From an optimization exercise on the open Yosys and OpenROAD flow, aimed at small area, a short achievable clock period and few clock cycles per item; shortcuts taken in it are not production practice.
The RTL was checked by simulation tests, not by an equivalence proof against the original design.
Power figures rest on the tool's default switching activity, not on a simulated workload.

File: flow/run.sh
#!/bin/bash
# synth_recipe.tcl (not shown) runs the flow's synth.tcl, then flattens the netlist and writes it again
# the make line also repeats each setting of config.mk as NAME=value (left out here)
make -C /OpenROAD-flow-scripts/flow DESIGN_CONFIG=/design/flow/config.mk WORK_HOME=/design/flow/orfs CLKGATE_MAP_FILE= SYNTH_SCRIPT=/design/flow/synth_recipe.tcl finish
File: flow/config.mk
export PLATFORM = sky130hd
export DESIGN_NAME = bcm_encoder
export DESIGN_NICKNAME = bcm_encoder
export VERILOG_FILES = /design/flow/design.v
export SDC_FILE = /design/flow/constraint.sdc
export NUM_CORES = 4
export LEC_CHECK = 0
export CAP_MARGIN = 20
export CORE_MARGIN = 2
export CORE_UTILIZATION = 40
export SLEW_MARGIN = 20
File: flow/constraint.sdc
create_clock -name core_clock -period 18.0 [get_ports {clk}]
set_input_delay 3.6000 -clock core_clock [delete_from_list [all_inputs] [get_ports {clk}]]
set_output_delay 3.6000 -clock core_clock [all_outputs]
set_load 0.01 [all_outputs]
File: flow/design.v
module bcm_gamma (
    input  wire [7:0] v,
    output reg  [7:0] g
);
    always @(*) begin
        case (v)
            8'd0: g = 8'd0;
            8'd1: g = 8'd0;
            8'd2: g = 8'd0;
            8'd3: g = 8'd0;
            8'd4: g = 8'd0;
            8'd5: g = 8'd0;
            8'd6: g = 8'd0;
            8'd7: g = 8'd0;
            8'd8: g = 8'd0;
            8'd9: g = 8'd0;
            8'd10: g = 8'd0;
            8'd11: g = 8'd0;
            8'd12: g = 8'd0;
            8'd13: g = 8'd0;
            8'd14: g = 8'd0;
            8'd15: g = 8'd1;
            8'd16: g = 8'd1;
            8'd17: g = 8'd1;
            8'd18: g = 8'd1;
            8'd19: g = 8'd1;
            8'd20: g = 8'd1;
            8'd21: g = 8'd1;
            8'd22: g = 8'd1;
            8'd23: g = 8'd1;
            8'd24: g = 8'd1;
            8'd25: g = 8'd2;
            8'd26: g = 8'd2;
            8'd27: g = 8'd2;
            8'd28: g = 8'd2;
            8'd29: g = 8'd2;
            8'd30: g = 8'd2;
            8'd31: g = 8'd2;
            8'd32: g = 8'd3;
            8'd33: g = 8'd3;
            8'd34: g = 8'd3;
            8'd35: g = 8'd3;
            8'd36: g = 8'd3;
            8'd37: g = 8'd4;
            8'd38: g = 8'd4;
            8'd39: g = 8'd4;
            8'd40: g = 8'd4;
            8'd41: g = 8'd5;
            8'd42: g = 8'd5;
            8'd43: g = 8'd5;
            8'd44: g = 8'd5;
            8'd45: g = 8'd6;
            8'd46: g = 8'd6;
            8'd47: g = 8'd6;
            8'd48: g = 8'd6;
            8'd49: g = 8'd7;
            8'd50: g = 8'd7;
            8'd51: g = 8'd7;
            8'd52: g = 8'd8;
            8'd53: g = 8'd8;
            8'd54: g = 8'd8;
            8'd55: g = 8'd9;
            8'd56: g = 8'd9;
            8'd57: g = 8'd9;
            8'd58: g = 8'd10;
            8'd59: g = 8'd10;
            8'd60: g = 8'd11;
            8'd61: g = 8'd11;
            8'd62: g = 8'd11;
            8'd63: g = 8'd12;
            8'd64: g = 8'd12;
            8'd65: g = 8'd13;
            8'd66: g = 8'd13;
            8'd67: g = 8'd13;
            8'd68: g = 8'd14;
            8'd69: g = 8'd14;
            8'd70: g = 8'd15;
            8'd71: g = 8'd15;
            8'd72: g = 8'd16;
            8'd73: g = 8'd16;
            8'd74: g = 8'd17;
            8'd75: g = 8'd17;
            8'd76: g = 8'd18;
            8'd77: g = 8'd18;
            8'd78: g = 8'd19;
            8'd79: g = 8'd19;
            8'd80: g = 8'd20;
            8'd81: g = 8'd20;
            8'd82: g = 8'd21;
            8'd83: g = 8'd22;
            8'd84: g = 8'd22;
            8'd85: g = 8'd23;
            8'd86: g = 8'd23;
            8'd87: g = 8'd24;
            8'd88: g = 8'd25;
            8'd89: g = 8'd25;
            8'd90: g = 8'd26;
            8'd91: g = 8'd26;
            8'd92: g = 8'd27;
            8'd93: g = 8'd28;
            8'd94: g = 8'd28;
            8'd95: g = 8'd29;
            8'd96: g = 8'd30;
            8'd97: g = 8'd30;
            8'd98: g = 8'd31;
            8'd99: g = 8'd32;
            8'd100: g = 8'd33;
            8'd101: g = 8'd33;
            8'd102: g = 8'd34;
            8'd103: g = 8'd35;
            8'd104: g = 8'd35;
            8'd105: g = 8'd36;
            8'd106: g = 8'd37;
            8'd107: g = 8'd38;
            8'd108: g = 8'd39;
            8'd109: g = 8'd39;
            8'd110: g = 8'd40;
            8'd111: g = 8'd41;
            8'd112: g = 8'd42;
            8'd113: g = 8'd43;
            8'd114: g = 8'd43;
            8'd115: g = 8'd44;
            8'd116: g = 8'd45;
            8'd117: g = 8'd46;
            8'd118: g = 8'd47;
            8'd119: g = 8'd48;
            8'd120: g = 8'd49;
            8'd121: g = 8'd49;
            8'd122: g = 8'd50;
            8'd123: g = 8'd51;
            8'd124: g = 8'd52;
            8'd125: g = 8'd53;
            8'd126: g = 8'd54;
            8'd127: g = 8'd55;
            8'd128: g = 8'd56;
            8'd129: g = 8'd57;
            8'd130: g = 8'd58;
            8'd131: g = 8'd59;
            8'd132: g = 8'd60;
            8'd133: g = 8'd61;
            8'd134: g = 8'd62;
            8'd135: g = 8'd63;
            8'd136: g = 8'd64;
            8'd137: g = 8'd65;
            8'd138: g = 8'd66;
            8'd139: g = 8'd67;
            8'd140: g = 8'd68;
            8'd141: g = 8'd69;
            8'd142: g = 8'd70;
            8'd143: g = 8'd71;
            8'd144: g = 8'd73;
            8'd145: g = 8'd74;
            8'd146: g = 8'd75;
            8'd147: g = 8'd76;
            8'd148: g = 8'd77;
            8'd149: g = 8'd78;
            8'd150: g = 8'd79;
            8'd151: g = 8'd81;
            8'd152: g = 8'd82;
            8'd153: g = 8'd83;
            8'd154: g = 8'd84;
            8'd155: g = 8'd85;
            8'd156: g = 8'd87;
            8'd157: g = 8'd88;
            8'd158: g = 8'd89;
            8'd159: g = 8'd90;
            8'd160: g = 8'd91;
            8'd161: g = 8'd93;
            8'd162: g = 8'd94;
            8'd163: g = 8'd95;
            8'd164: g = 8'd97;
            8'd165: g = 8'd98;
            8'd166: g = 8'd99;
            8'd167: g = 8'd100;
            8'd168: g = 8'd102;
            8'd169: g = 8'd103;
            8'd170: g = 8'd105;
            8'd171: g = 8'd106;
            8'd172: g = 8'd107;
            8'd173: g = 8'd109;
            8'd174: g = 8'd110;
            8'd175: g = 8'd111;
            8'd176: g = 8'd113;
            8'd177: g = 8'd114;
            8'd178: g = 8'd116;
            8'd179: g = 8'd117;
            8'd180: g = 8'd119;
            8'd181: g = 8'd120;
            8'd182: g = 8'd121;
            8'd183: g = 8'd123;
            8'd184: g = 8'd124;
            8'd185: g = 8'd126;
            8'd186: g = 8'd127;
            8'd187: g = 8'd129;
            8'd188: g = 8'd130;
            8'd189: g = 8'd132;
            8'd190: g = 8'd133;
            8'd191: g = 8'd135;
            8'd192: g = 8'd137;
            8'd193: g = 8'd138;
            8'd194: g = 8'd140;
            8'd195: g = 8'd141;
            8'd196: g = 8'd143;
            8'd197: g = 8'd145;
            8'd198: g = 8'd146;
            8'd199: g = 8'd148;
            8'd200: g = 8'd149;
            8'd201: g = 8'd151;
            8'd202: g = 8'd153;
            8'd203: g = 8'd154;
            8'd204: g = 8'd156;
            8'd205: g = 8'd158;
            8'd206: g = 8'd159;
            8'd207: g = 8'd161;
            8'd208: g = 8'd163;
            8'd209: g = 8'd165;
            8'd210: g = 8'd166;
            8'd211: g = 8'd168;
            8'd212: g = 8'd170;
            8'd213: g = 8'd172;
            8'd214: g = 8'd173;
            8'd215: g = 8'd175;
            8'd216: g = 8'd177;
            8'd217: g = 8'd179;
            8'd218: g = 8'd181;
            8'd219: g = 8'd182;
            8'd220: g = 8'd184;
            8'd221: g = 8'd186;
            8'd222: g = 8'd188;
            8'd223: g = 8'd190;
            8'd224: g = 8'd192;
            8'd225: g = 8'd194;
            8'd226: g = 8'd196;
            8'd227: g = 8'd197;
            8'd228: g = 8'd199;
            8'd229: g = 8'd201;
            8'd230: g = 8'd203;
            8'd231: g = 8'd205;
            8'd232: g = 8'd207;
            8'd233: g = 8'd209;
            8'd234: g = 8'd211;
            8'd235: g = 8'd213;
            8'd236: g = 8'd215;
            8'd237: g = 8'd217;
            8'd238: g = 8'd219;
            8'd239: g = 8'd221;
            8'd240: g = 8'd223;
            8'd241: g = 8'd225;
            8'd242: g = 8'd227;
            8'd243: g = 8'd229;
            8'd244: g = 8'd231;
            8'd245: g = 8'd234;
            8'd246: g = 8'd236;
            8'd247: g = 8'd238;
            8'd248: g = 8'd240;
            8'd249: g = 8'd242;
            8'd250: g = 8'd244;
            8'd251: g = 8'd246;
            8'd252: g = 8'd248;
            8'd253: g = 8'd251;
            8'd254: g = 8'd253;
            8'd255: g = 8'd255;
            default: g = 8'd0;
        endcase
    end
endmodule
module bcm_encoder (
    input  wire        clk,
    input  wire        rst,
    input  wire        cmd_valid,
    output wire        cmd_ready,
    input  wire [1:0]  cmd_op,
    input  wire [2:0]  cmd_t,
    input  wire [1:0]  cmd_mode,
    input  wire [5:0]  cmd_x,
    input  wire [3:0]  cmd_row,
    input  wire [23:0] cmd_top,
    input  wire [23:0] cmd_bot,
    input  wire [31:0] cmd_val,
    output wire        wr_valid,
    input  wire        wr_ready,
    output wire [12:0] wr_addr,
    output wire [15:0] wr_data,
    output wire        rsp_valid,
    output wire [7:0]  rsp_data
);
    localparam [1:0] OP_ENCODE = 2'd0;
    localparam [1:0] OP_SETBRIGHT = 2'd1;
    localparam [1:0] OP_GETBRIGHT = 2'd2;
    function [6:0] duty_of;
        input [1:0] m;
        input [6:0] p;
        begin
            case ({m, p})
            {2'd0, 7'd0}: duty_of = 7'd0;
            {2'd0, 7'd1}: duty_of = 7'd1;
            {2'd0, 7'd2}: duty_of = 7'd1;
            {2'd0, 7'd3}: duty_of = 7'd2;
            {2'd0, 7'd4}: duty_of = 7'd3;
            {2'd0, 7'd5}: duty_of = 7'd3;
            {2'd0, 7'd6}: duty_of = 7'd4;
            {2'd0, 7'd7}: duty_of = 7'd4;
            {2'd0, 7'd8}: duty_of = 7'd5;
            {2'd0, 7'd9}: duty_of = 7'd6;
            {2'd0, 7'd10}: duty_of = 7'd6;
            {2'd0, 7'd11}: duty_of = 7'd7;
            {2'd0, 7'd12}: duty_of = 7'd8;
            {2'd0, 7'd13}: duty_of = 7'd8;
            {2'd0, 7'd14}: duty_of = 7'd9;
            {2'd0, 7'd15}: duty_of = 7'd10;
            {2'd0, 7'd16}: duty_of = 7'd10;
            {2'd0, 7'd17}: duty_of = 7'd11;
            {2'd0, 7'd18}: duty_of = 7'd12;
            {2'd0, 7'd19}: duty_of = 7'd12;
            {2'd0, 7'd20}: duty_of = 7'd13;
            {2'd0, 7'd21}: duty_of = 7'd13;
            {2'd0, 7'd22}: duty_of = 7'd14;
            {2'd0, 7'd23}: duty_of = 7'd15;
            {2'd0, 7'd24}: duty_of = 7'd15;
            {2'd0, 7'd25}: duty_of = 7'd16;
            {2'd0, 7'd26}: duty_of = 7'd17;
            {2'd0, 7'd27}: duty_of = 7'd17;
            {2'd0, 7'd28}: duty_of = 7'd18;
            {2'd0, 7'd29}: duty_of = 7'd19;
            {2'd0, 7'd30}: duty_of = 7'd19;
            {2'd0, 7'd31}: duty_of = 7'd20;
            {2'd0, 7'd32}: duty_of = 7'd20;
            {2'd0, 7'd33}: duty_of = 7'd21;
            {2'd0, 7'd34}: duty_of = 7'd22;
            {2'd0, 7'd35}: duty_of = 7'd22;
            {2'd0, 7'd36}: duty_of = 7'd23;
            {2'd0, 7'd37}: duty_of = 7'd24;
            {2'd0, 7'd38}: duty_of = 7'd24;
            {2'd0, 7'd39}: duty_of = 7'd25;
            {2'd0, 7'd40}: duty_of = 7'd26;
            {2'd0, 7'd41}: duty_of = 7'd26;
            {2'd0, 7'd42}: duty_of = 7'd27;
            {2'd0, 7'd43}: duty_of = 7'd28;
            {2'd0, 7'd44}: duty_of = 7'd28;
            {2'd0, 7'd45}: duty_of = 7'd29;
            {2'd0, 7'd46}: duty_of = 7'd29;
            {2'd0, 7'd47}: duty_of = 7'd30;
            {2'd0, 7'd48}: duty_of = 7'd31;
            {2'd0, 7'd49}: duty_of = 7'd31;
            {2'd0, 7'd50}: duty_of = 7'd32;
            {2'd0, 7'd51}: duty_of = 7'd33;
            {2'd0, 7'd52}: duty_of = 7'd33;
            {2'd0, 7'd53}: duty_of = 7'd34;
            {2'd0, 7'd54}: duty_of = 7'd35;
            {2'd0, 7'd55}: duty_of = 7'd35;
            {2'd0, 7'd56}: duty_of = 7'd36;
            {2'd0, 7'd57}: duty_of = 7'd36;
            {2'd0, 7'd58}: duty_of = 7'd37;
            {2'd0, 7'd59}: duty_of = 7'd38;
            {2'd0, 7'd60}: duty_of = 7'd38;
            {2'd0, 7'd61}: duty_of = 7'd39;
            {2'd0, 7'd62}: duty_of = 7'd40;
            {2'd0, 7'd63}: duty_of = 7'd40;
            {2'd0, 7'd64}: duty_of = 7'd41;
            {2'd0, 7'd65}: duty_of = 7'd42;
            {2'd0, 7'd66}: duty_of = 7'd42;
            {2'd0, 7'd67}: duty_of = 7'd43;
            {2'd0, 7'd68}: duty_of = 7'd44;
            {2'd0, 7'd69}: duty_of = 7'd44;
            {2'd0, 7'd70}: duty_of = 7'd45;
            {2'd0, 7'd71}: duty_of = 7'd45;
            {2'd0, 7'd72}: duty_of = 7'd46;
            {2'd0, 7'd73}: duty_of = 7'd47;
            {2'd0, 7'd74}: duty_of = 7'd47;
            {2'd0, 7'd75}: duty_of = 7'd48;
            {2'd0, 7'd76}: duty_of = 7'd49;
            {2'd0, 7'd77}: duty_of = 7'd49;
            {2'd0, 7'd78}: duty_of = 7'd50;
            {2'd0, 7'd79}: duty_of = 7'd51;
            {2'd0, 7'd80}: duty_of = 7'd51;
            {2'd0, 7'd81}: duty_of = 7'd52;
            {2'd0, 7'd82}: duty_of = 7'd52;
            {2'd0, 7'd83}: duty_of = 7'd53;
            {2'd0, 7'd84}: duty_of = 7'd54;
            {2'd0, 7'd85}: duty_of = 7'd54;
            {2'd0, 7'd86}: duty_of = 7'd55;
            {2'd0, 7'd87}: duty_of = 7'd56;
            {2'd0, 7'd88}: duty_of = 7'd56;
            {2'd0, 7'd89}: duty_of = 7'd57;
            {2'd0, 7'd90}: duty_of = 7'd58;
            {2'd0, 7'd91}: duty_of = 7'd58;
            {2'd0, 7'd92}: duty_of = 7'd59;
            {2'd0, 7'd93}: duty_of = 7'd60;
            {2'd0, 7'd94}: duty_of = 7'd60;
            {2'd0, 7'd95}: duty_of = 7'd61;
            {2'd0, 7'd96}: duty_of = 7'd61;
            {2'd0, 7'd97}: duty_of = 7'd62;
            {2'd0, 7'd98}: duty_of = 7'd63;
            {2'd0, 7'd99}: duty_of = 7'd63;
            {2'd0, 7'd100}: duty_of = 7'd64;
            {2'd1, 7'd0}: duty_of = 7'd0;
            {2'd1, 7'd1}: duty_of = 7'd0;
            {2'd1, 7'd2}: duty_of = 7'd0;
            {2'd1, 7'd3}: duty_of = 7'd0;
            {2'd1, 7'd4}: duty_of = 7'd0;
            {2'd1, 7'd5}: duty_of = 7'd0;
            {2'd1, 7'd6}: duty_of = 7'd0;
            {2'd1, 7'd7}: duty_of = 7'd0;
            {2'd1, 7'd8}: duty_of = 7'd0;
            {2'd1, 7'd9}: duty_of = 7'd0;
            {2'd1, 7'd10}: duty_of = 7'd0;
            {2'd1, 7'd11}: duty_of = 7'd1;
            {2'd1, 7'd12}: duty_of = 7'd1;
            {2'd1, 7'd13}: duty_of = 7'd1;
            {2'd1, 7'd14}: duty_of = 7'd1;
            {2'd1, 7'd15}: duty_of = 7'd1;
            {2'd1, 7'd16}: duty_of = 7'd1;
            {2'd1, 7'd17}: duty_of = 7'd1;
            {2'd1, 7'd18}: duty_of = 7'd2;
            {2'd1, 7'd19}: duty_of = 7'd2;
            {2'd1, 7'd20}: duty_of = 7'd2;
            {2'd1, 7'd21}: duty_of = 7'd2;
            {2'd1, 7'd22}: duty_of = 7'd2;
            {2'd1, 7'd23}: duty_of = 7'd3;
            {2'd1, 7'd24}: duty_of = 7'd3;
            {2'd1, 7'd25}: duty_of = 7'd3;
            {2'd1, 7'd26}: duty_of = 7'd4;
            {2'd1, 7'd27}: duty_of = 7'd4;
            {2'd1, 7'd28}: duty_of = 7'd4;
            {2'd1, 7'd29}: duty_of = 7'd5;
            {2'd1, 7'd30}: duty_of = 7'd5;
            {2'd1, 7'd31}: duty_of = 7'd5;
            {2'd1, 7'd32}: duty_of = 7'd5;
            {2'd1, 7'd33}: duty_of = 7'd6;
            {2'd1, 7'd34}: duty_of = 7'd6;
            {2'd1, 7'd35}: duty_of = 7'd6;
            {2'd1, 7'd36}: duty_of = 7'd7;
            {2'd1, 7'd37}: duty_of = 7'd8;
            {2'd1, 7'd38}: duty_of = 7'd8;
            {2'd1, 7'd39}: duty_of = 7'd8;
            {2'd1, 7'd40}: duty_of = 7'd9;
            {2'd1, 7'd41}: duty_of = 7'd9;
            {2'd1, 7'd42}: duty_of = 7'd10;
            {2'd1, 7'd43}: duty_of = 7'd11;
            {2'd1, 7'd44}: duty_of = 7'd11;
            {2'd1, 7'd45}: duty_of = 7'd11;
            {2'd1, 7'd46}: duty_of = 7'd11;
            {2'd1, 7'd47}: duty_of = 7'd12;
            {2'd1, 7'd48}: duty_of = 7'd13;
            {2'd1, 7'd49}: duty_of = 7'd13;
            {2'd1, 7'd50}: duty_of = 7'd14;
            {2'd1, 7'd51}: duty_of = 7'd15;
            {2'd1, 7'd52}: duty_of = 7'd15;
            {2'd1, 7'd53}: duty_of = 7'd16;
            {2'd1, 7'd54}: duty_of = 7'd17;
            {2'd1, 7'd55}: duty_of = 7'd17;
            {2'd1, 7'd56}: duty_of = 7'd18;
            {2'd1, 7'd57}: duty_of = 7'd18;
            {2'd1, 7'd58}: duty_of = 7'd19;
            {2'd1, 7'd59}: duty_of = 7'd20;
            {2'd1, 7'd60}: duty_of = 7'd20;
            {2'd1, 7'd61}: duty_of = 7'd21;
            {2'd1, 7'd62}: duty_of = 7'd23;
            {2'd1, 7'd63}: duty_of = 7'd23;
            {2'd1, 7'd64}: duty_of = 7'd24;
            {2'd1, 7'd65}: duty_of = 7'd25;
            {2'd1, 7'd66}: duty_of = 7'd25;
            {2'd1, 7'd67}: duty_of = 7'd27;
            {2'd1, 7'd68}: duty_of = 7'd28;
            {2'd1, 7'd69}: duty_of = 7'd28;
            {2'd1, 7'd70}: duty_of = 7'd29;
            {2'd1, 7'd71}: duty_of = 7'd29;
            {2'd1, 7'd72}: duty_of = 7'd31;
            {2'd1, 7'd73}: duty_of = 7'd32;
            {2'd1, 7'd74}: duty_of = 7'd32;
            {2'd1, 7'd75}: duty_of = 7'd34;
            {2'd1, 7'd76}: duty_of = 7'd35;
            {2'd1, 7'd77}: duty_of = 7'd35;
            {2'd1, 7'd78}: duty_of = 7'd37;
            {2'd1, 7'd79}: duty_of = 7'd39;
            {2'd1, 7'd80}: duty_of = 7'd39;
            {2'd1, 7'd81}: duty_of = 7'd40;
            {2'd1, 7'd82}: duty_of = 7'd40;
            {2'd1, 7'd83}: duty_of = 7'd42;
            {2'd1, 7'd84}: duty_of = 7'd44;
            {2'd1, 7'd85}: duty_of = 7'd44;
            {2'd1, 7'd86}: duty_of = 7'd46;
            {2'd1, 7'd87}: duty_of = 7'd48;
            {2'd1, 7'd88}: duty_of = 7'd48;
            {2'd1, 7'd89}: duty_of = 7'd49;
            {2'd1, 7'd90}: duty_of = 7'd51;
            {2'd1, 7'd91}: duty_of = 7'd51;
            {2'd1, 7'd92}: duty_of = 7'd53;
            {2'd1, 7'd93}: duty_of = 7'd55;
            {2'd1, 7'd94}: duty_of = 7'd55;
            {2'd1, 7'd95}: duty_of = 7'd57;
            {2'd1, 7'd96}: duty_of = 7'd57;
            {2'd1, 7'd97}: duty_of = 7'd60;
            {2'd1, 7'd98}: duty_of = 7'd62;
            {2'd1, 7'd99}: duty_of = 7'd62;
            {2'd1, 7'd100}: duty_of = 7'd64;
            {2'd2, 7'd0}: duty_of = 7'd0;
            {2'd2, 7'd1}: duty_of = 7'd1;
            {2'd2, 7'd2}: duty_of = 7'd1;
            {2'd2, 7'd3}: duty_of = 7'd1;
            {2'd2, 7'd4}: duty_of = 7'd1;
            {2'd2, 7'd5}: duty_of = 7'd1;
            {2'd2, 7'd6}: duty_of = 7'd1;
            {2'd2, 7'd7}: duty_of = 7'd1;
            {2'd2, 7'd8}: duty_of = 7'd1;
            {2'd2, 7'd9}: duty_of = 7'd1;
            {2'd2, 7'd10}: duty_of = 7'd1;
            {2'd2, 7'd11}: duty_of = 7'd1;
            {2'd2, 7'd12}: duty_of = 7'd1;
            {2'd2, 7'd13}: duty_of = 7'd1;
            {2'd2, 7'd14}: duty_of = 7'd1;
            {2'd2, 7'd15}: duty_of = 7'd1;
            {2'd2, 7'd16}: duty_of = 7'd1;
            {2'd2, 7'd17}: duty_of = 7'd1;
            {2'd2, 7'd18}: duty_of = 7'd2;
            {2'd2, 7'd19}: duty_of = 7'd2;
            {2'd2, 7'd20}: duty_of = 7'd2;
            {2'd2, 7'd21}: duty_of = 7'd2;
            {2'd2, 7'd22}: duty_of = 7'd2;
            {2'd2, 7'd23}: duty_of = 7'd3;
            {2'd2, 7'd24}: duty_of = 7'd3;
            {2'd2, 7'd25}: duty_of = 7'd3;
            {2'd2, 7'd26}: duty_of = 7'd4;
            {2'd2, 7'd27}: duty_of = 7'd4;
            {2'd2, 7'd28}: duty_of = 7'd4;
            {2'd2, 7'd29}: duty_of = 7'd5;
            {2'd2, 7'd30}: duty_of = 7'd5;
            {2'd2, 7'd31}: duty_of = 7'd5;
            {2'd2, 7'd32}: duty_of = 7'd5;
            {2'd2, 7'd33}: duty_of = 7'd6;
            {2'd2, 7'd34}: duty_of = 7'd6;
            {2'd2, 7'd35}: duty_of = 7'd6;
            {2'd2, 7'd36}: duty_of = 7'd7;
            {2'd2, 7'd37}: duty_of = 7'd8;
            {2'd2, 7'd38}: duty_of = 7'd8;
            {2'd2, 7'd39}: duty_of = 7'd8;
            {2'd2, 7'd40}: duty_of = 7'd9;
            {2'd2, 7'd41}: duty_of = 7'd9;
            {2'd2, 7'd42}: duty_of = 7'd10;
            {2'd2, 7'd43}: duty_of = 7'd11;
            {2'd2, 7'd44}: duty_of = 7'd11;
            {2'd2, 7'd45}: duty_of = 7'd11;
            {2'd2, 7'd46}: duty_of = 7'd11;
            {2'd2, 7'd47}: duty_of = 7'd12;
            {2'd2, 7'd48}: duty_of = 7'd13;
            {2'd2, 7'd49}: duty_of = 7'd13;
            {2'd2, 7'd50}: duty_of = 7'd14;
            {2'd2, 7'd51}: duty_of = 7'd15;
            {2'd2, 7'd52}: duty_of = 7'd15;
            {2'd2, 7'd53}: duty_of = 7'd16;
            {2'd2, 7'd54}: duty_of = 7'd17;
            {2'd2, 7'd55}: duty_of = 7'd17;
            {2'd2, 7'd56}: duty_of = 7'd18;
            {2'd2, 7'd57}: duty_of = 7'd18;
            {2'd2, 7'd58}: duty_of = 7'd19;
            {2'd2, 7'd59}: duty_of = 7'd20;
            {2'd2, 7'd60}: duty_of = 7'd20;
            {2'd2, 7'd61}: duty_of = 7'd21;
            {2'd2, 7'd62}: duty_of = 7'd23;
            {2'd2, 7'd63}: duty_of = 7'd23;
            {2'd2, 7'd64}: duty_of = 7'd24;
            {2'd2, 7'd65}: duty_of = 7'd25;
            {2'd2, 7'd66}: duty_of = 7'd25;
            {2'd2, 7'd67}: duty_of = 7'd27;
            {2'd2, 7'd68}: duty_of = 7'd28;
            {2'd2, 7'd69}: duty_of = 7'd28;
            {2'd2, 7'd70}: duty_of = 7'd29;
            {2'd2, 7'd71}: duty_of = 7'd29;
            {2'd2, 7'd72}: duty_of = 7'd31;
            {2'd2, 7'd73}: duty_of = 7'd32;
            {2'd2, 7'd74}: duty_of = 7'd32;
            {2'd2, 7'd75}: duty_of = 7'd34;
            {2'd2, 7'd76}: duty_of = 7'd35;
            {2'd2, 7'd77}: duty_of = 7'd35;
            {2'd2, 7'd78}: duty_of = 7'd37;
            {2'd2, 7'd79}: duty_of = 7'd39;
            {2'd2, 7'd80}: duty_of = 7'd39;
            {2'd2, 7'd81}: duty_of = 7'd40;
            {2'd2, 7'd82}: duty_of = 7'd40;
            {2'd2, 7'd83}: duty_of = 7'd42;
            {2'd2, 7'd84}: duty_of = 7'd44;
            {2'd2, 7'd85}: duty_of = 7'd44;
            {2'd2, 7'd86}: duty_of = 7'd46;
            {2'd2, 7'd87}: duty_of = 7'd48;
            {2'd2, 7'd88}: duty_of = 7'd48;
            {2'd2, 7'd89}: duty_of = 7'd49;
            {2'd2, 7'd90}: duty_of = 7'd51;
            {2'd2, 7'd91}: duty_of = 7'd51;
            {2'd2, 7'd92}: duty_of = 7'd53;
            {2'd2, 7'd93}: duty_of = 7'd55;
            {2'd2, 7'd94}: duty_of = 7'd55;
            {2'd2, 7'd95}: duty_of = 7'd57;
            {2'd2, 7'd96}: duty_of = 7'd57;
            {2'd2, 7'd97}: duty_of = 7'd60;
            {2'd2, 7'd98}: duty_of = 7'd62;
            {2'd2, 7'd99}: duty_of = 7'd62;
            {2'd2, 7'd100}: duty_of = 7'd64;
            default: duty_of = 7'd0;
            endcase
        end
    endfunction
    reg [6:0] percent;
    reg [6:0] duty;
    reg       rsp_q;
    reg [47:0] c_ring;      
    reg [2:0]  c_ph;        
    reg        c_done;      
    reg        c_busy;
    reg        c_free;      
    reg        c_set;       
    reg [1:0]  c_mode;
    reg [2:0]  c_t;
    reg [5:0]  c_x;
    reg [3:0]  c_row;
    reg [47:0] o_ch;        
    reg        o_valid;
    reg [2:0]  o_j;
    reg [3:0]  o_row;
    reg [5:0]  o_x;
    reg [2:0]  o_t;
    reg [3:0]  o_a;         
    reg        o_lat;
    reg        o_oe;
    wire take = cmd_valid && c_free;
    wire xfer = o_valid && wr_ready;
    wire o_last = o_valid && (o_j == 3'd7);
    wire o_room = !o_valid || (o_last && wr_ready);
    wire aligned = (c_ph == 3'd0);
    wire c_gam = (c_mode != 2'd0) && !c_set;
    wire move  = c_busy && !c_set && aligned && (c_done || !c_gam) && o_room;
    wire apply = c_busy && c_set && aligned && o_room;
    wire       val_big = (|cmd_val[30:7]) || (cmd_val[6:0] > 7'd100);
    wire [6:0] val_clamp = cmd_val[31] ? 7'd0 : (val_big ? 7'd100 : cmd_val[6:0]);
    wire [47:0] ring_in = {cmd_bot[7:0], cmd_bot[15:8], cmd_bot[23:16],
                           cmd_top[7:0], cmd_top[15:8],
                           (cmd_op == OP_SETBRIGHT) ? {1'b0, val_clamp} : cmd_top[23:16]};
    wire [7:0] gam_out;
    bcm_gamma u_gam (.v(c_ring[7:0]), .g(gam_out));
    wire [7:0] rot_in = (c_gam && !c_done) ? gam_out : c_ring[7:0];
    wire        oe_sel_c = move;
    wire [5:0]  oe_x = oe_sel_c ? c_x : o_x;
    wire        oe_fine = !oe_sel_c && (o_j < o_t);       
    wire [2:0]  oe_sh = o_t - o_j;                       
    wire [6:0]  oe_thr = oe_fine ? (duty >> oe_sh) : duty;
    wire        oe_next = (oe_x == 6'd0) || (oe_x == 6'd63) || ({1'b0, oe_x} >= oe_thr);
    always @(posedge clk) begin
        if (take) begin
            c_ring <= ring_in;
            c_ph <= 3'd0;
            c_done <= 1'b0;
        end else begin
            c_ring <= {rot_in, c_ring[47:8]};
            c_ph <= (c_ph >= 3'd5) ? 3'd0 : c_ph + 3'd1;
            if (c_ph == 3'd5)
                c_done <= 1'b1;
        end
        if (take) begin
            c_set <= (cmd_op == OP_SETBRIGHT);
            c_mode <= cmd_mode;
            c_t <= cmd_t;
            c_x <= cmd_x;
            c_row <= cmd_row;
        end
        if (move) begin
            o_ch <= c_ring;
            o_row <= c_row;
            o_x <= c_x;
            o_t <= c_t;
            o_a <= c_row - 4'd1;
            o_lat <= (c_x == 6'd63);
        end else if (xfer) begin
            o_ch <= {1'b0, o_ch[47:41], 1'b0, o_ch[39:33], 1'b0, o_ch[31:25],
                     1'b0, o_ch[23:17], 1'b0, o_ch[15:9], 1'b0, o_ch[7:1]};
            o_a <= o_row;
        end
        if (move || xfer)
            o_oe <= oe_next;
        if (move)
            o_j <= 3'd0;
        else if (xfer)
            o_j <= o_j + 3'd1;
        if (apply) begin
            percent <= c_ring[6:0];
            duty <= duty_of((c_mode == 2'd3) ? 2'd1 : c_mode, c_ring[6:0]);
        end
        if (rst) begin
            c_busy <= 1'b0;
            c_free <= 1'b1;
            o_valid <= 1'b0;
            rsp_q <= 1'b0;
            percent <= 7'd100;
            duty <= 7'd64;
        end else begin
            if (take && (cmd_op == OP_ENCODE || cmd_op == OP_SETBRIGHT)) begin
                c_busy <= 1'b1;
                c_free <= 1'b0;
            end else if (move || apply) begin
                c_busy <= 1'b0;
                c_free <= 1'b1;
            end
            if (move)
                o_valid <= 1'b1;
            else if (o_last && wr_ready)
                o_valid <= 1'b0;
            rsp_q <= take && (cmd_op == OP_SETBRIGHT || cmd_op == OP_GETBRIGHT);
        end
    end
    assign cmd_ready = c_free;
    assign wr_valid = o_valid;
    assign wr_addr = {o_row, o_j, o_x[5:1], ~o_x[0]};
    assign wr_data = {4'b0000, o_a, o_oe, o_lat,
                      o_ch[40], o_ch[32], o_ch[24], o_ch[16], o_ch[8], o_ch[0]};
    assign rsp_valid = rsp_q;
    assign rsp_data = {1'b0, percent};
endmodule
==> impl_results.md <==
- Outcome: no timing/DRC/antenna violations
- Final Setup Violations: 0
- Slew Limit Fails: 0
- Most frequent cell after synthesis: nand2_1
- Slew of the pin with the lowest slew margin: 0.895 ns
- PwrDens: 100 nW/um^2
- Mean Syn Cell Area: 8.35 um^2
- Final worst path period need: 6.94 ns
- CP arrival: 7.28 ns
- Finished Layout Cells: 1,564
- Ys flop type: dfxtp_1
- Chip height: 160 um
- Post-Syn Area: 9680 um^2
- Slowest stage delay, CP: 0.50 ns
- Hold_buf cts: 0
- Worst-path clk slew: 0.07 ns
- Post-CTS Setup Inserts: 0
- First-pass GRT wire length: 43,500 um
- 1st-pass router iterations: 5
- CP Data Required Time: 18.35 ns
- Worst hold-check path type: reg -> reg
- Register area share after synthesis: 41.9%
- # port buffers: 135
- Routed Antenna Nets: 0
- Num CTS Buffers: 17
- Largest family of logic cells by synthesized area: simple AND/OR/NAND/NOR gates
- Fraction of synthesized area in multiplexers: 4.34%
- Ant diodes: 0
- Worst path cell trace: clkdlybuf4s50_1 > ha_1 > nor2b_1 > or3_1 > nor4_1 > or2_1 > buf_4 > inv_2 > nand2_1 > nand2_1 > a2111oi_0 > o21ai_0 > a32oi_1
- VDD IR max: 0.0702 mV
- Setup crit end kind: register
- Largest cells by area after synthesis: edfxtp_1 24%, dfxtp_1 18%, nand2_1 12%
- WP buf/inv: 3
- Top cell type's share of synthesized area: 23.9%
- Async set-reset flop share out of synthesis: 0%
- Number of nets in the layout: 1,381
- # DRC: 0
- Area after DPL: 11,100 um^2
- CP Launch Type: input port
- Adder-Cell Fraction of Synth Area: 6.40%
- Largest area contributor in the netlist: edfxtp_1
- XOR/XNOR Fraction of Synth Area: 0.905%
- DR WL/cell: 17.6 um
- Setup TNS: 0 ns
- Maxcap violations: 0
- Post-synth EDFFs: 77
- Largest net degree at the start of global routing: 69
- R2R setup slack: 14.21 ns
- Final HPWL DP: 18,900 um
- Cell variety after synth: 82
- Placed Cells: 1,532
- Slew HR: 40.3%
- Area grow syn2layout: 20.3%
- Leak Pwr: 4.62 nW
- Worst skew pair latency: 0.43 ns
- CTS tree: built
- Simple-gate area share of the yosys netlist: 21.6%
- Routed WL: 27,500 um
- Unrepaired setup endpoints after global routing: no
- Fin. Hold Viols: 0
- Initial DRC Count: 610
- Critical path's top delay family: buffers and inverters
- Total grt overflow: 0
- # rows: 56
- Max Freq: 144 MHz
- Seq cells post-synth: 164
- Vias in the first global route: 8,044
- I/O pin count: 141
- Die X: 160 um
- Total Routing Usage GR: 21.1%
- Core area: 23,600 um^2
- Final Cell Area: 11,700 um^2
- Die area: 25,500 um^2
- CP dominant cell by count: nand2_1
- CTS sink cnt: 164
- Critical path class: in -> reg
- Fin crit share: 38.5%
- Utilization after layout: 49.3%
- Compound-Gate Fraction of Synth Area: 18.0%
- Initial antenna violation count: 0
- Share of cells above drive strength 1: 6.67%
- Leading cell types by count after synthesis: 320 x nand2_1, 87 x dfxtp_1, 77 x edfxtp_1, 77 x o21ai_0, 71 x a21oi_1
- Final GP Congestion: 0.899
- Clk_skew: 0.0123 ns
- Via count of the routed design: 8,603
- Drt via density: 5.50
- CTS root buf: clkbuf_16
- Starting Density: 41.0%
- CTS Buffer Depth: 2
- Syn Inst Count: 1,159
- Slowest cell on the critical path: clkdlybuf4s50_1
- Critical path fanouts, max: 34
- H-tree depth: 4
- Synth warn: 2
- Resized Gates After CTS: 0
-- worst register-to-register path, cell delays in order (launching register included) --
cell and delay, ns:
dfxtp_1 0.39, inv_1 0.07, ha_1 0.19, and3_1 0.20
o211ai_1 0.19, nand2b_2 0.21, buf_4 0.52, mux2i_1 0.41
inv_1 0.11, ha_1 0.30, a21oi_1 0.15, nor2b_1 0.06
o21ai_0 0.17, nand2b_1 0.08, a21oi_1 0.14, nor2b_1 0.05
o21ai_0 0.14, o311ai_0 0.14
-- stage by stage --
step	hold WS, ns	power [mW]	setup slack [ns]
3_5_place_dp	0.409	0.834	10.71
2_1_floorplan	0.400	0.721	11.66
6_report	0.426	1.17	11.06
4_1_cts	0.430	1.17	11.16
3_3_place_gp	0.407	0.834	10.65
5_1_grt	0.443	1.24	10.85
-- metal layers --
| layer | vias to the layer above | GRT usage [%] | share of wire [%] |
|---|---|---|---|
| li1 | 4207 | - | - |
| met1 | 4062 | 29.0 | 45 |
| met2 | 302 | 34.3 | 48 |
| met3 | 32 | 3.46 | 5.3 |
| met4 | 0 | 5.74 | 1.7 |
| met5 | - | 0 | 0 |
-- registers in the layout, indices dropped and copies added, names as in the netlist --
name	cells
c_ring	48
o_ch	48
gam_out	8
duty	7
percent	7
c_x	6
o_x	6
c_row	4
o_a	4
o_row	4
c_ph	3
c_t	3
o_j	3
o_t	3
c_mode	2
c_busy	1
c_done	1
c_free	1
c_set	1
o_lat	1
o_oe	1
o_valid	1
rsp_q	1
-- cells in the final DEF (no fill, tap or decap), types with 5 or more instances in the layout --
cell type	instances
o221ai_1	6
a31oi_1	9
o31ai_1	6
nor2_1	59
clkdlybuf4s50_1	135
inv_2	6
buf_4	16
nand2b_1	7
a22oi_1	6
conb_1	5
nor2b_1	5
a32oi_1	5
nand3_1	24
nand2_1	320
o22ai_1	8
inv_1	35
nor4_1	9
xnor2_1	6
o21ai_0	76
edfxtp_1	77
and3_1	6
a211oi_1	19
nand3b_1	5
mux4_2	7
a21oi_1	71
and2_1	7
o211ai_1	14
dfxtp_1	87
mux2i_1	24
clkbuf_16	17
ha_1	47
nor3_1	23
-- logic make-up after synthesis --
group | count (synthesis)
simple gates | 486
compound gates | 273
flops | 164
buf+inv | 143
fa+ha+maj | 49
mux | 33
xor+xnor | 10
other cells | 1
-- worst paths after layout --
kind / start / end / cells after the start
hold reg to reg: c_t[1] / o_t[1] / 0
setup / recovery: cmd_op[0] / gam_out[0] / 13
hold / removal: c_t[1] / o_t[1] / 0
setup reg to reg: c_ph[0] / o_oe / 17
-- cell type report --
type                            count  area [um^2]
Fill cell                        2282        12000
Multi-Input combinational cell    856         5000
Sequential cell                   164         4050
Timing Repair Buffer              151         1470
Clock buffer                       19          433
Tap cell                          319          399
Inverter                           42          170
Clock inverter                     13          121
-- where the power goes --
group | switching, mW | internal (mW) | leakage (nW) | total (mW)
Sequential | 0.0280 | 0.430 | 1.42 | 0.458
Clock | 0.158 | 0.182 | 0.266 | 0.340
Combinational | 0.220 | 0.152 | 2.93 | 0.372
Total | 0.406 | 0.764 | 4.62 | 1.17
Testbench counts, summed over its fixed seeds: cycles 131,208, items 16,384.

==> re-timing with driven ports <==
No port has a modelled driver above. Below, the same layout with a new extraction and two added sets of constraints.
Step 1 sets driving cells, clkbuf_16 on the clock port and buf_2 on the other inputs (assumed; they add their load-dependent delay and slew).
Step 2 moves the port delays by t, midway between the first and last clock arrival at a register: inputs arrive t later, outputs are due t later. That takes back most of the time a late clock gives input paths.
Three values: ideal, step 1, step 2; two values: the first two.
shift t [ns]: 0.463
setup slack, ns: 11.064 / 11.084 / 10.621
worst register clock-pin slew, ns: 0.07 / 0.07
After both steps setup and hold are still met in this run. For this run, drivers alone change the setup slack by +0.020 ns; drivers and shift together by -0.443 ns.
